Context: an optimization exercise on an open-source flow, tuned for small area. The choices shown serve that exercise and are no tape-out recipe. The RTL was checked by simulation tests, not by an equivalence proof against the original design. Power is estimated from default activity; no workload was simulated.

===== flow/config.mk =====
export PLATFORM = sky130hd
export DESIGN_NAME = sd_core
export DESIGN_NICKNAME = sd_core
export VERILOG_FILES = /design/flow/design.v
export SDC_FILE = /design/flow/constraint.sdc
export NUM_CORES = 4
export LEC_CHECK = 0
export CAP_MARGIN = 20
export CORE_MARGIN = 2
export CORE_UTILIZATION = 40
export SLEW_MARGIN = 20

===== flow/constraint.sdc =====
create_clock -name core_clock -period 10.0 [get_ports {clk}]
set_input_delay 2.0000 -clock core_clock [delete_from_list [all_inputs] [get_ports {clk}]]
set_output_delay 2.0000 -clock core_clock [all_outputs]
set_load 0.01 [all_outputs]

===== flow/design.v =====
module sd_i2c_engine #(
    parameter integer Q = 4
) (
    input  wire       clk,
    input  wire       rst_n,
    input  wire       go,         
    input  wire [2:0] op,         
    input  wire [7:0] tx_byte,    
    input  wire       ack_bit,    
    output reg        done,       
    output wire [7:0] rx_byte,    
    output wire       rx_ack,     
    input  wire       scl_i,
    input  wire       sda_i,
    output reg        scl_oe,
    output reg        sda_oe
);
    localparam [2:0] OP_START  = 3'd0;
    localparam [2:0] OP_STOP   = 3'd1;
    localparam [2:0] OP_RSTART = 3'd2;
    localparam [2:0] OP_TX     = 3'd3;
    localparam [2:0] OP_RX     = 3'd4;
    localparam [3:0] E_IDLE = 4'd0,
                     E_S0   = 4'd1,    
                     E_S1   = 4'd2,    
                     E_S2   = 4'd3,    
                     E_P0   = 4'd4,    
                     E_P1   = 4'd5,    
                     E_P2   = 4'd6,    
                     E_R0   = 4'd7,    
                     E_R1   = 4'd8,    
                     E_R2   = 4'd9,    
                     E_R3   = 4'd10,   
                     E_BL1  = 4'd11,   
                     E_BH0  = 4'd12,   
                     E_BH1  = 4'd13,   
                     E_BL0  = 4'd14;   
    localparam integer CW = $clog2(2 * Q);
    reg [3:0]    state;
    reg [CW-1:0] cnt;
    reg [8:0]    sh;       
    reg [3:0]    bitcnt;
    assign rx_byte = sh[8:1];
    assign rx_ack  = sh[0];
    wire cnt_zero = (cnt == {CW{1'b0}});
    always @(posedge clk) begin
        if (!rst_n) begin
            state  <= E_IDLE;
            cnt    <= {CW{1'b0}};
            sh     <= 9'h1FF;
            bitcnt <= 4'd0;
            done   <= 1'b0;
            scl_oe <= 1'b0;
            sda_oe <= 1'b0;
        end else begin
            done <= 1'b0;
            case (state)
                E_IDLE: begin
                    if (go) begin
                        cnt <= Q - 1;
                        case (op)
                            OP_START: begin
                                scl_oe <= 1'b0;
                                sda_oe <= 1'b0;
                                state  <= E_S0;
                            end
                            OP_STOP: begin
                                sda_oe <= 1'b1;
                                state  <= E_P0;
                            end
                            OP_RSTART: begin
                                sda_oe <= 1'b0;
                                state  <= E_R0;
                            end
                            OP_TX: begin
                                sh     <= {tx_byte, 1'b1};
                                sda_oe <= ~tx_byte[7];
                                bitcnt <= 4'd0;
                                state  <= E_BL1;
                            end
                            default: begin  
                                sh     <= {8'hFF, ack_bit};
                                sda_oe <= 1'b0;
                                bitcnt <= 4'd0;
                                state  <= E_BL1;
                            end
                        endcase
                    end
                end
                E_S0: begin
                    if (cnt_zero) begin
                        sda_oe <= 1'b1;
                        cnt    <= 2 * Q - 1;
                        state  <= E_S1;
                    end else cnt <= cnt - 1'b1;
                end
                E_S1: begin
                    if (cnt_zero) begin
                        scl_oe <= 1'b1;
                        cnt    <= Q - 1;
                        state  <= E_S2;
                    end else cnt <= cnt - 1'b1;
                end
                E_S2: begin
                    if (cnt_zero) begin
                        done  <= 1'b1;
                        state <= E_IDLE;
                    end else cnt <= cnt - 1'b1;
                end
                E_P0: begin
                    if (cnt_zero) begin
                        scl_oe <= 1'b0;
                        cnt    <= 2 * Q - 1;
                        state  <= E_P1;
                    end else cnt <= cnt - 1'b1;
                end
                E_P1: begin
                    if (scl_i) begin
                        if (cnt_zero) begin
                            sda_oe <= 1'b0;
                            cnt    <= 2 * Q - 1;
                            state  <= E_P2;
                        end else cnt <= cnt - 1'b1;
                    end
                end
                E_P2: begin
                    if (cnt_zero) begin
                        done  <= 1'b1;
                        state <= E_IDLE;
                    end else cnt <= cnt - 1'b1;
                end
                E_R0: begin
                    if (cnt_zero) begin
                        scl_oe <= 1'b0;
                        cnt    <= 2 * Q - 1;
                        state  <= E_R1;
                    end else cnt <= cnt - 1'b1;
                end
                E_R1: begin
                    if (scl_i) begin
                        if (cnt_zero) begin
                            sda_oe <= 1'b1;
                            cnt    <= 2 * Q - 1;
                            state  <= E_R2;
                        end else cnt <= cnt - 1'b1;
                    end
                end
                E_R2: begin
                    if (cnt_zero) begin
                        scl_oe <= 1'b1;
                        cnt    <= Q - 1;
                        state  <= E_R3;
                    end else cnt <= cnt - 1'b1;
                end
                E_R3: begin
                    if (cnt_zero) begin
                        done  <= 1'b1;
                        state <= E_IDLE;
                    end else cnt <= cnt - 1'b1;
                end
                E_BL1: begin
                    if (cnt_zero) begin
                        scl_oe <= 1'b0;
                        cnt    <= Q - 1;
                        state  <= E_BH0;
                    end else cnt <= cnt - 1'b1;
                end
                E_BH0: begin
                    if (scl_i) begin
                        if (cnt_zero) begin
                            sh    <= {sh[7:0], sda_i};
                            cnt   <= Q - 1;
                            state <= E_BH1;
                        end else cnt <= cnt - 1'b1;
                    end
                end
                E_BH1: begin
                    if (cnt_zero) begin
                        scl_oe <= 1'b1;
                        cnt    <= Q - 1;
                        state  <= E_BL0;
                    end else cnt <= cnt - 1'b1;
                end
                E_BL0: begin
                    if (cnt_zero) begin
                        if (bitcnt == 4'd8) begin
                            done  <= 1'b1;
                            state <= E_IDLE;
                        end else begin
                            bitcnt <= bitcnt + 1'b1;
                            sda_oe <= ~sh[8];
                            cnt    <= Q - 1;
                            state  <= E_BL1;
                        end
                    end else cnt <= cnt - 1'b1;
                end
                default: state <= E_IDLE;
            endcase
        end
    end
endmodule
module sd_core #(
    parameter integer Q          = 4,       
    parameter integer INIT_DELAY = 64       
) (
    input  wire        clk,
    input  wire        rst_n,
    input  wire [4:0]  h_idx,
    input  wire        h_we,
    input  wire        h_re,
    input  wire [31:0] h_wdata,
    output reg  [31:0] h_rdata,
    input  wire        scl_i,
    input  wire        sda_i,
    output wire        scl_oe,
    output wire        sda_oe,
    output wire [7:0]  duty_x,
    output wire [7:0]  duty_y,
    output wire [7:0]  duty_z
);
    localparam [6:0] DEV_ADDR      = 7'h1D;
    localparam [7:0] REG_ID        = 8'h0D;
    localparam [7:0] EXPECTED_ID   = 8'h1A;
    localparam [7:0] REG_CFG       = 8'h2A;
    localparam [7:0] CFG_VALUE     = 8'h05;
    localparam [7:0] REG_DATA_BASE = 8'h01;
    localparam [3:0] SAMPLE_LEN    = 4'd6;
    localparam [3:0] BURST_MAX     = 4'd6;
    localparam integer SRC_MIN    = -4096;
    localparam integer SRC_MAX    = 4095;
    localparam integer DST_MIN    = 0;
    localparam integer DST_MAX    = 255;
    localparam integer SRC_SIZE   = SRC_MAX - SRC_MIN + 1;
    localparam integer DST_SIZE   = DST_MAX - DST_MIN + 1;
    localparam integer RATIO      = SRC_SIZE / DST_SIZE;
    localparam integer SRC_OFFSET = (SRC_MIN < 0) ? -SRC_MIN : 0;
    localparam [3:0] OPC_START  = 4'h1,
                     OPC_STOP   = 4'h2,
                     OPC_RSTART = 4'h3,
                     OPC_WRBYTE = 4'h4,
                     OPC_RDBYTE = 4'h5,
                     OPC_WRREG  = 4'h6,
                     OPC_RDREG  = 4'h7,
                     OPC_BURST  = 4'h8,
                     OPC_INIT   = 4'h9,
                     OPC_SAMPLE = 4'hA,
                     OPC_MAP    = 4'hB,
                     OPC_DCLR   = 4'hC,
                     OPC_RALN   = 4'hD;
    localparam [1:0] BST_IDLE      = 2'd0,
                     BST_STARTED_W = 2'd1,
                     BST_STARTED_R = 2'd2;
    localparam [1:0] IST_NONE = 2'd0,
                     IST_OK   = 2'd1,
                     IST_FAIL = 2'd2;
    localparam [3:0] F_ILLEGAL_OPCODE = 4'd1,
                     F_RESERVED_FIELD = 4'd2,
                     F_BAD_OPERAND    = 4'd3,
                     F_BUS_STATE      = 4'd4;
    localparam [2:0] OP_START  = 3'd0,
                     OP_STOP   = 3'd1,
                     OP_RSTART = 3'd2,
                     OP_TX     = 3'd3,
                     OP_RX     = 3'd4;
    localparam [3:0] Q_IDLE    = 4'd0,
                     Q_START   = 4'd1,    
                     Q_WADDR   = 4'd2,    
                     Q_WREG    = 4'd3,    
                     Q_WDATA   = 4'd4,    
                     Q_RSTART  = 4'd5,    
                     Q_RADDR   = 4'd6,    
                     Q_READ    = 4'd7,    
                     Q_STOP    = 4'd8,    
                     Q_DELAY   = 4'd9,    
                     Q_EXEC    = 4'd10;   
    reg [1:0]  bst;
    reg        mode;       
    reg        txak;       
    reg        rxak;
    reg        tcf;
    reg [7:0]  dr;
    reg        busy;
    reg [31:0] cmdr;
    reg [3:0]  seq;
    reg [2:0]  idx;
    reg        init_cfg;   
    reg [7:0]  res;
    reg [7:0]  buf_r [0:5];
    reg [13:0] s_r   [0:2];
    reg [15:0] mapped_r [0:2];
    reg [7:0]  duty_r [0:2];
    reg        fault;
    reg [3:0]  fcode;
    reg [1:0]  ist;
    reg [6:0]  dcnt;       
    reg        eng_busy;   
    assign duty_x = duty_r[0];
    assign duty_y = duty_r[1];
    assign duty_z = duty_r[2];
    wire [3:0] c_opc   = cmdr[31:28];
    wire [3:0] c_cnt   = cmdr[27:24];
    wire [1:0] c_ax    = cmdr[25:24];
    wire       c_final = cmdr[23];
    wire [6:0] c_dev   = cmdr[22:16];
    wire [7:0] c_reg   = cmdr[15:8];
    wire [7:0] c_data  = cmdr[7:0];
    reg [6:0] x_dev;
    reg [7:0] x_reg;
    reg [7:0] x_data;
    reg [3:0] x_cnt;
    always @(*) begin
        x_dev  = c_dev;
        x_reg  = c_reg;
        x_data = c_data;
        x_cnt  = c_cnt;
        if (c_opc == OPC_INIT) begin
            x_dev  = DEV_ADDR;
            x_reg  = init_cfg ? REG_CFG : REG_ID;
            x_data = CFG_VALUE;
            x_cnt  = 4'd1;
        end else if (c_opc == OPC_SAMPLE) begin
            x_dev = DEV_ADDR;
            x_reg = REG_DATA_BASE;
            x_cnt = SAMPLE_LEN;
        end else if (c_opc == OPC_RDREG) begin
            x_cnt = 4'd1;
        end
    end
    wire [3:0] w_opc = h_wdata[31:28];
    reg [31:0] w_mask;
    always @(*) begin
        case (w_opc)
            OPC_START, OPC_STOP, OPC_RSTART,
            OPC_INIT, OPC_SAMPLE:        w_mask = 32'hFFFFFFFF;
            OPC_WRBYTE:                  w_mask = 32'hFFFFFF00;
            OPC_RDBYTE:                  w_mask = 32'hFF7FFFFF;
            OPC_WRREG:                   w_mask = 32'hFF800000;
            OPC_RDREG:                   w_mask = 32'hFF8000FF;
            OPC_BURST:                   w_mask = 32'hF08000FF;
            OPC_MAP, OPC_DCLR:           w_mask = 32'hFCFFFFFF;
            OPC_RALN:                    w_mask = 32'hFCFF0000;
            default:                     w_mask = 32'hFFFFFFFF;
        endcase
    end
    wire w_opc_ok = (w_opc >= OPC_START) && (w_opc <= OPC_RALN);
    wire w_rsv_ok = ((h_wdata & w_mask) == {w_opc, 28'h0});
    reg  w_opd_ok;
    reg  w_bus_ok;
    always @(*) begin
        w_opd_ok = 1'b1;
        if (w_opc == OPC_BURST)
            w_opd_ok = (h_wdata[27:24] != 4'd0) && (h_wdata[27:24] <= BURST_MAX);
        else if (w_opc == OPC_MAP || w_opc == OPC_DCLR || w_opc == OPC_RALN)
            w_opd_ok = (h_wdata[25:24] != 2'd3);
        case (w_opc)
            OPC_START:  w_bus_ok = (bst == BST_IDLE);
            OPC_STOP:   w_bus_ok = (bst != BST_IDLE);
            OPC_RSTART: w_bus_ok = (bst == BST_STARTED_W);
            OPC_WRBYTE: w_bus_ok = (bst != BST_IDLE) && (mode == 1'b0);
            OPC_RDBYTE: w_bus_ok = (bst == BST_STARTED_R);
            OPC_WRREG, OPC_RDREG, OPC_BURST,
            OPC_INIT, OPC_SAMPLE: w_bus_ok = (bst == BST_IDLE);
            default:    w_bus_ok = 1'b1;
        endcase
    end
    wire       cmd_write = h_we && (h_idx == 5'd0) && !busy;
    reg        w_fault;
    reg [3:0]  w_fcode;
    always @(*) begin
        w_fault = 1'b1;
        if (!w_opc_ok)      w_fcode = F_ILLEGAL_OPCODE;
        else if (!w_rsv_ok) w_fcode = F_RESERVED_FIELD;
        else if (!w_opd_ok) w_fcode = F_BAD_OPERAND;
        else if (!w_bus_ok) w_fcode = F_BUS_STATE;
        else begin
            w_fault = 1'b0;
            w_fcode = 4'd0;
        end
    end
    reg [3:0] w_first;
    always @(*) begin
        case (w_opc)
            OPC_START:  w_first = Q_START;
            OPC_STOP:   w_first = Q_STOP;
            OPC_RSTART: w_first = Q_RSTART;
            OPC_WRBYTE: w_first = Q_WDATA;
            OPC_RDBYTE: w_first = Q_READ;
            OPC_WRREG, OPC_RDREG, OPC_BURST,
            OPC_INIT, OPC_SAMPLE: w_first = Q_START;
            default:    w_first = Q_EXEC;
        endcase
    end
    wire signed [15:0] map_value   = {{2{s_r[c_ax][13]}}, s_r[c_ax]};
    wire signed [15:0] map_shifted = map_value + SRC_OFFSET;
    wire signed [15:0] map_mapped  = (DST_SIZE == SRC_SIZE) ? map_shifted
                                                            : map_shifted / RATIO;
    wire [7:0] map_clamped = (map_mapped < DST_MIN) ? DST_MIN[7:0] :
                             (map_mapped > DST_MAX) ? DST_MAX[7:0] :
                             map_mapped[7:0];
    function [13:0] realign;
        input [7:0] hi;
        input [7:0] lo;
        reg   [15:0] raw;
        begin
            raw     = {hi, lo};
            realign = raw[15:2];
        end
    endfunction
    reg        eng_go;
    reg  [2:0] eng_op;
    reg  [7:0] eng_tx;
    reg        eng_ack;
    wire       eng_done;
    wire [7:0] eng_rx;
    wire       eng_rxack;
    sd_i2c_engine #(.Q(Q)) u_engine (
        .clk     (clk),
        .rst_n   (rst_n),
        .go      (eng_go),
        .op      (eng_op),
        .tx_byte (eng_tx),
        .ack_bit (eng_ack),
        .done    (eng_done),
        .rx_byte (eng_rx),
        .rx_ack  (eng_rxack),
        .scl_i   (scl_i),
        .sda_i   (sda_i),
        .scl_oe  (scl_oe),
        .sda_oe  (sda_oe)
    );
    wire last_read = ({1'b0, idx} == x_cnt - 4'd1);
    always @(*) begin
        eng_go  = busy && !eng_busy && !tcf;
        eng_tx  = x_data;
        eng_ack = 1'b0;
        case (seq)
            Q_START:  eng_op = OP_START;
            Q_STOP:   eng_op = OP_STOP;
            Q_RSTART: eng_op = OP_RSTART;
            Q_WADDR:  begin eng_op = OP_TX; eng_tx = {x_dev, 1'b0}; end
            Q_WREG:   begin eng_op = OP_TX; eng_tx = x_reg; end
            Q_WDATA:  begin eng_op = OP_TX; eng_tx = x_data; end
            Q_RADDR:  begin eng_op = OP_TX; eng_tx = {x_dev, 1'b1}; end
            Q_READ:   begin
                eng_op  = OP_RX;
                eng_ack = (c_opc == OPC_RDBYTE) ? c_final : last_read;
            end
            default:  begin eng_op = OP_START; eng_go = 1'b0; end
        endcase
    end
    integer i;
    always @(posedge clk) begin
        if (!rst_n) begin
            bst      <= BST_IDLE;
            mode     <= 1'b0;
            txak     <= 1'b0;
            rxak     <= 1'b0;
            tcf      <= 1'b0;
            dr       <= 8'h00;
            busy     <= 1'b0;
            cmdr     <= 32'h0;
            seq      <= Q_IDLE;
            idx      <= 3'd0;
            init_cfg <= 1'b0;
            res      <= 8'h00;
            fault    <= 1'b0;
            fcode    <= 4'd0;
            ist      <= IST_NONE;
            dcnt     <= 7'd0;
            eng_busy <= 1'b0;
            for (i = 0; i < 6; i = i + 1) buf_r[i] <= 8'h00;
            for (i = 0; i < 3; i = i + 1) begin
                s_r[i]      <= 14'h0;
                mapped_r[i] <= 16'h0;
                duty_r[i]   <= 8'h00;
            end
        end else if (!busy) begin
            if (cmd_write) begin
                if (w_fault) begin
                    if (!fault) fcode <= w_fcode;
                    fault <= 1'b1;
                end else begin
                    busy     <= 1'b1;
                    cmdr     <= h_wdata;
                    seq      <= w_first;
                    idx      <= 3'd0;
                    init_cfg <= 1'b0;
                end
            end
        end else begin
            if (eng_go) begin
                eng_busy <= 1'b1;
                case (seq)
                    Q_WADDR, Q_WREG, Q_WDATA, Q_RADDR: dr <= eng_tx;
                    Q_READ: begin
                        txak <= eng_ack;
                        mode <= 1'b1;
                    end
                    default: ;
                endcase
            end
            if (eng_done) begin
                eng_busy <= 1'b0;
                case (seq)
                    Q_START: begin
                        mode <= 1'b0;
                        bst  <= BST_STARTED_W;
                        if (c_opc == OPC_START) begin
                            busy <= 1'b0;
                            seq  <= Q_IDLE;
                        end else seq <= Q_WADDR;
                    end
                    Q_STOP: begin
                        bst  <= BST_IDLE;
                        busy <= 1'b0;
                        seq  <= Q_IDLE;
                        if (c_opc == OPC_SAMPLE) begin
                            s_r[0] <= realign(buf_r[0], buf_r[1]);
                            s_r[1] <= realign(buf_r[2], buf_r[3]);
                            s_r[2] <= realign(buf_r[4], buf_r[5]);
                        end else if (c_opc == OPC_INIT) begin
                            if (init_cfg) begin
                                ist <= IST_OK;
                            end else if (res != EXPECTED_ID) begin
                                ist <= IST_FAIL;
                            end else begin
                                init_cfg <= 1'b1;
                                dcnt     <= INIT_DELAY - 1;
                                busy     <= 1'b1;
                                seq      <= Q_DELAY;
                            end
                        end
                    end
                    Q_RSTART: begin
                        bst <= BST_STARTED_R;
                        if (c_opc == OPC_RSTART) begin
                            busy <= 1'b0;
                            seq  <= Q_IDLE;
                        end else seq <= Q_RADDR;
                    end
                    Q_WADDR, Q_WREG, Q_WDATA, Q_RADDR: begin
                        rxak <= eng_rxack;
                        tcf  <= 1'b1;
                    end
                    Q_READ: begin
                        dr  <= eng_rx;
                        tcf <= 1'b1;
                    end
                    default: ;
                endcase
            end
            if (tcf) begin
                tcf <= 1'b0;
                case (seq)
                    Q_WADDR: seq <= Q_WREG;
                    Q_WREG: begin
                        if (c_opc == OPC_WRREG || (c_opc == OPC_INIT && init_cfg))
                            seq <= Q_WDATA;
                        else
                            seq <= Q_RSTART;
                    end
                    Q_WDATA: begin
                        if (c_opc == OPC_WRBYTE) begin
                            busy <= 1'b0;
                            seq  <= Q_IDLE;
                        end else seq <= Q_STOP;
                    end
                    Q_RADDR: seq <= Q_READ;
                    Q_READ: begin
                        res <= dr;
                        if (c_opc == OPC_BURST || c_opc == OPC_SAMPLE)
                            buf_r[idx] <= dr;
                        if (c_opc == OPC_RDBYTE ? c_final : last_read) begin
                            seq <= Q_STOP;
                        end else if (c_opc == OPC_RDBYTE) begin
                            busy <= 1'b0;
                            seq  <= Q_IDLE;
                        end else begin
                            idx <= idx + 1'b1;
                        end
                    end
                    default: ;
                endcase
            end
            case (seq)
                Q_DELAY: begin
                    if (dcnt == 7'd0) seq <= Q_START;
                    else dcnt <= dcnt - 1'b1;
                end
                Q_EXEC: begin
                    case (c_opc)
                        OPC_RALN: s_r[c_ax] <= realign(c_reg, c_data);
                        OPC_MAP: begin
                            mapped_r[c_ax] <= map_mapped;
                            duty_r[c_ax]   <= map_clamped;
                        end
                        OPC_DCLR: duty_r[c_ax] <= 8'h00;
                        default: ;
                    endcase
                    busy <= 1'b0;
                    seq  <= Q_IDLE;
                end
                default: ;
            endcase
        end
    end
    wire [31:0] status = {18'h0, ist, fcode, fault, tcf, rxak, txak, mode, bst, busy};
    reg [31:0] rd_val;
    always @(*) begin
        case (h_idx)
            5'd1:  rd_val = status;
            5'd2:  rd_val = {24'h0, res};
            5'd3:  rd_val = {24'h0, dr};
            5'd4:  rd_val = {24'h0, buf_r[0]};
            5'd5:  rd_val = {24'h0, buf_r[1]};
            5'd6:  rd_val = {24'h0, buf_r[2]};
            5'd7:  rd_val = {24'h0, buf_r[3]};
            5'd8:  rd_val = {24'h0, buf_r[4]};
            5'd9:  rd_val = {24'h0, buf_r[5]};
            5'd10: rd_val = {{18{s_r[0][13]}}, s_r[0]};
            5'd11: rd_val = {{18{s_r[1][13]}}, s_r[1]};
            5'd12: rd_val = {{18{s_r[2][13]}}, s_r[2]};
            5'd13: rd_val = {{16{mapped_r[0][15]}}, mapped_r[0]};
            5'd14: rd_val = {{16{mapped_r[1][15]}}, mapped_r[1]};
            5'd15: rd_val = {{16{mapped_r[2][15]}}, mapped_r[2]};
            5'd16: rd_val = {24'h0, duty_r[0]};
            5'd17: rd_val = {24'h0, duty_r[1]};
            5'd18: rd_val = {24'h0, duty_r[2]};
            default: rd_val = 32'h0;
        endcase
    end
    always @(posedge clk) begin
        if (!rst_n) h_rdata <= 32'h0;
        else        h_rdata <= h_re ? rd_val : 32'h0;
    end
endmodule

===== flow/run.sh =====
#!/bin/bash
# synth_recipe.tcl (not shown) runs the flow's synth.tcl, then flattens the netlist and writes it again
# the make line also repeats each setting of config.mk as NAME=value (left out here)
make -C /OpenROAD-flow-scripts/flow DESIGN_CONFIG=/design/flow/config.mk WORK_HOME=/design/flow/orfs CLKGATE_MAP_FILE= SYNTH_SCRIPT=/design/flow/synth_recipe.tcl finish

==> results.toml <==
[floorplanning]
die_h_um = 195
coreArea_um2 = 35700
io-pin-count = 101
rows = 69
initial_core_util = 0.408
die_w_um = 195
dieArea_um2 = 38000

[routing]
dr.pass1.iters = 6
viasPerCell = 6.22
drtIter0Drc = 1547
postRouteAntennaNets = 0
drcViolationCount = 0
via_count = 12200
routedWlPerCell_um = 24.7
wl_um = 48500

[grt]
grt_max_degree = 56
grt_pass1_vias = 11700
track_usage = 0.251
grt_first_pass_wirelength_um = 72900
grt_antenna_before_repair = 0
grt_overflow = 0

[timing]
post-route-min-period_ns = 5.00
worst_slew_margin_rel = 0.236
setup_viol = 0
fin_skew_ns = 0.0226
fin_crit_sh = 0.500
rsz0062_at_grt = "false"
setup_tns_ns = 0
worst_pin_slew_ns = 1.14
setup_ws_ns = 5.00
slew_violations = 0
hold_viol_final = 0
fmax_mhz = 200

[setup_path]
crit_top_cell = "mux2i_1"
critPathRequiredTime_ns = 10.44
critPathBufInv = 2
crit_family = "buffers and inverters"
cpMaxStageDelayCell = "clkdlybuf4s50_1"
arrival_ns = 5.44
start_kind = "input pin"
path_cells = "clkdlybuf4s50_1 > mux2i_1 > a21oi_1 > a2111oi_4 > o2111ai_4 > nor4_4 > buf_4 > mux2i_1 > nor2_1"
worstSetupPathType = "input pin to flop"
max_stage_delay_ns = 1.02
critPathCaptureType = "flop"
crit_path_max_fanout = 30

[status]
outcome = "finished clean"

[layout]
drive_gt1_frac = 0.0758
final_core_util = 0.473
antenna_cells = 0
fillers = 3365
final_common_cell = "nor2_1"
final_nets = 1536
multi_input_area_um2 = 6340
final_cell_mix = "nor2_1, edfxtp_1, dfxtp_1, nand2_1, clkdlybuf4s50_1"
seqCellArea_um2 = 7650
syn_to_final_growth_pct = 15.8

[flow_run]
cap_viol_max_count = 0

[logic_synthesis]
async_flop_share = 0
yosysSeqAreaShare = 0.524
avgSynthCellArea_um2 = 10.2
synth_nets = 1482
syn-cell-area_um2 = 14600
synth_ff_type = "edfxtp_1"
ys_ff_latch = 294
synth_edf_count = 176
synthCells = 1424
synth_warnings = 2
synth_cell_type_count = 80

[clocking]
insertion_delay_ns = 0.59
postCtsSetupBuffers = 0
cts_root_buf = "clkbuf_16"
holdBufCountCts = 0
clkTransAtPathRegs_ns = 0.06
cts_resized = 0
clk_path_buf_depth = 3
cts_max_level = 1
cts_tree = "done"
cts.sinks = 294
numCtsBuffers = 31

[power]
p_leak_nw = 5.60
power_density_nw_per_um2 = 155
ir_drop_mv = 0.121

[placement]
port_buffers = 100
place_ws_ns = 4.44
gp_congestion = 0.951
hpwl_um = 34900

[hold_path]
hp-class = "flop to flop"
==> metal layers <==
| metal | track usage | up-vias | routed length [µm] | share of wire |
|---|---|---|---|---|
| li1 | - | 5516 | - | - |
| met1 | 0.362 | 5955 | 21100 | 0.44 |
| met2 | 0.390 | 645 | 21500 | 0.44 |
| met3 | 0.0321 | 92 | 4180 | 0.086 |
| met4 | 0.0879 | 0 | 1710 | 0.035 |
| met5 | 0 | - | 0 | 0 |
==> synthesized netlist by cell type, types with 19 or more instances <==
library cell | instances | area, µm²
nor2_1 | 209 | 785
edfxtp_1 | 176 | 5290
dfxtp_1 | 118 | 2360
nand2_1 | 109 | 409
a21oi_1 | 78 | 390
a22o_1 | 63 | 552
clkbuf_1 | 61 | 229
o21ai_0 | 55 | 275
mux2i_1 | 49 | 490
inv_1 | 33 | 124
a22oi_1 | 32 | 240
nor3_1 | 31 | 155
a222oi_1 | 24 | 240
a31oi_1 | 24 | 150
nand3_1 | 24 | 120
nand2b_1 | 23 | 144
o22ai_1 | 23 | 144
buf_4 | 22 | 165
a221oi_1 | 20 | 175
nor4_1 | 19 | 119
==> sequential cells by signal (all words and copies together), names as in the netlist, 9 cells and up, named ones only <==
name         flops
u_engine.sh      9
h_rdata         16
mapped_r        48
duty_r          24
cmdr            32
buf_r           48
s_r             56
==> through the flow <==
step,instances,area [µm²],power (mW),hold slack [ns]
after floorplan,1424,14600,1.42,0.421
after global placement,1904,15900,1.49,0.438
after detailed placement,1905,15900,1.49,0.443
after CTS,1963,16900,2.63,0.453
after global routing,1964,16900,2.69,0.483
final,1964,16900,2.63,0.453
==> cell families after synthesis <==
logic type / after synthesis / share of synthesized area
AOI/OAI and AO/OA: 400 / 0.198
adders and majority gates: 15 / 0.0129
buffers and inverters: 141 / 0.0447
and+or+nand+nor: 497 / 0.161
xor gates and xnor gates: 18 / 0.0108
DFF: 294 / 0.524
muxes: 59 / 0.0483
==> layout make-up <==
cell class | count | area share
tap | 461 | 0.0341
timing repair buffer | 128 | 0.0711
clock inverter | 17 | 0.00933
inverter | 34 | 0.00755
clock buffer | 41 | 0.0505
sequential | 294 | 0.452
multi-input combinational | 989 | 0.375
==> path summary, 6_finish.rpt <==
kind | slack (ns) | from | cells past startpoint | end
max | 5.00 | h_wdata[30] | 9 | cmdr[13]
min | 0.45 | cmdr[27] | 2 | cmdr[27]
max reg2reg | 5.69 | flop | 10 | duty_r[2][6]
min reg2reg | 0.45 | cmdr[27] | 2 | cmdr[27]
==> report_power, final <==
part	internal (mW)	switching, mW	leakage, nW	total (mW)
logic	0.0499	0.0818	2.44	0.132
clock network	0.654	0.500	0.495	1.15
registers	1.31	0.0261	2.67	1.34
total	2.02	0.608	5.60	2.63
==> worst register-to-register path: stages (launching register included) <==
cell	delay, ns
dfxtp_1	0.84
mux4_2	0.64
ha_1	0.35
a21boi_0	0.19
ha_1	0.23
ha_1	0.22
and4_1	0.18
and3_1	0.24
nand3b_1	0.19
o21ai_2	0.76
a21oi_1	0.19

-- separate check: timing with driven ports --
How much do the figures lean on ideal ports? The routed layout below was timed once more, with nothing changed but the port constraints. Step 1 (the two cells are an assumption about what drives the block):
set clk [get_ports {clk}]
set_driving_cell -lib_cell sky130_fd_sc_hd__clkbuf_16 $clk
set_driving_cell -lib_cell sky130_fd_sc_hd__buf_2 [delete_from_list [all_inputs] $clk]
Step 2, shift: input delay + t, output delay - t, t = (earliest + latest rising clock arrival at the registers) / 2. This alone moves slack from input paths to output paths. a / b / c = ideal / step 1 / step 2; a / b = the first two.
shift t [ns]: 0.627
setup slack, ns: 4.998 / 5.015 / 4.388
worst setup path at the end: input to register
worst register clock-pin slew, ns: 0.06 / 0.06
After both steps this run still meets setup and hold. The setup slack of this run moves by +0.017 ns with the drivers and by -0.610 ns with both steps.
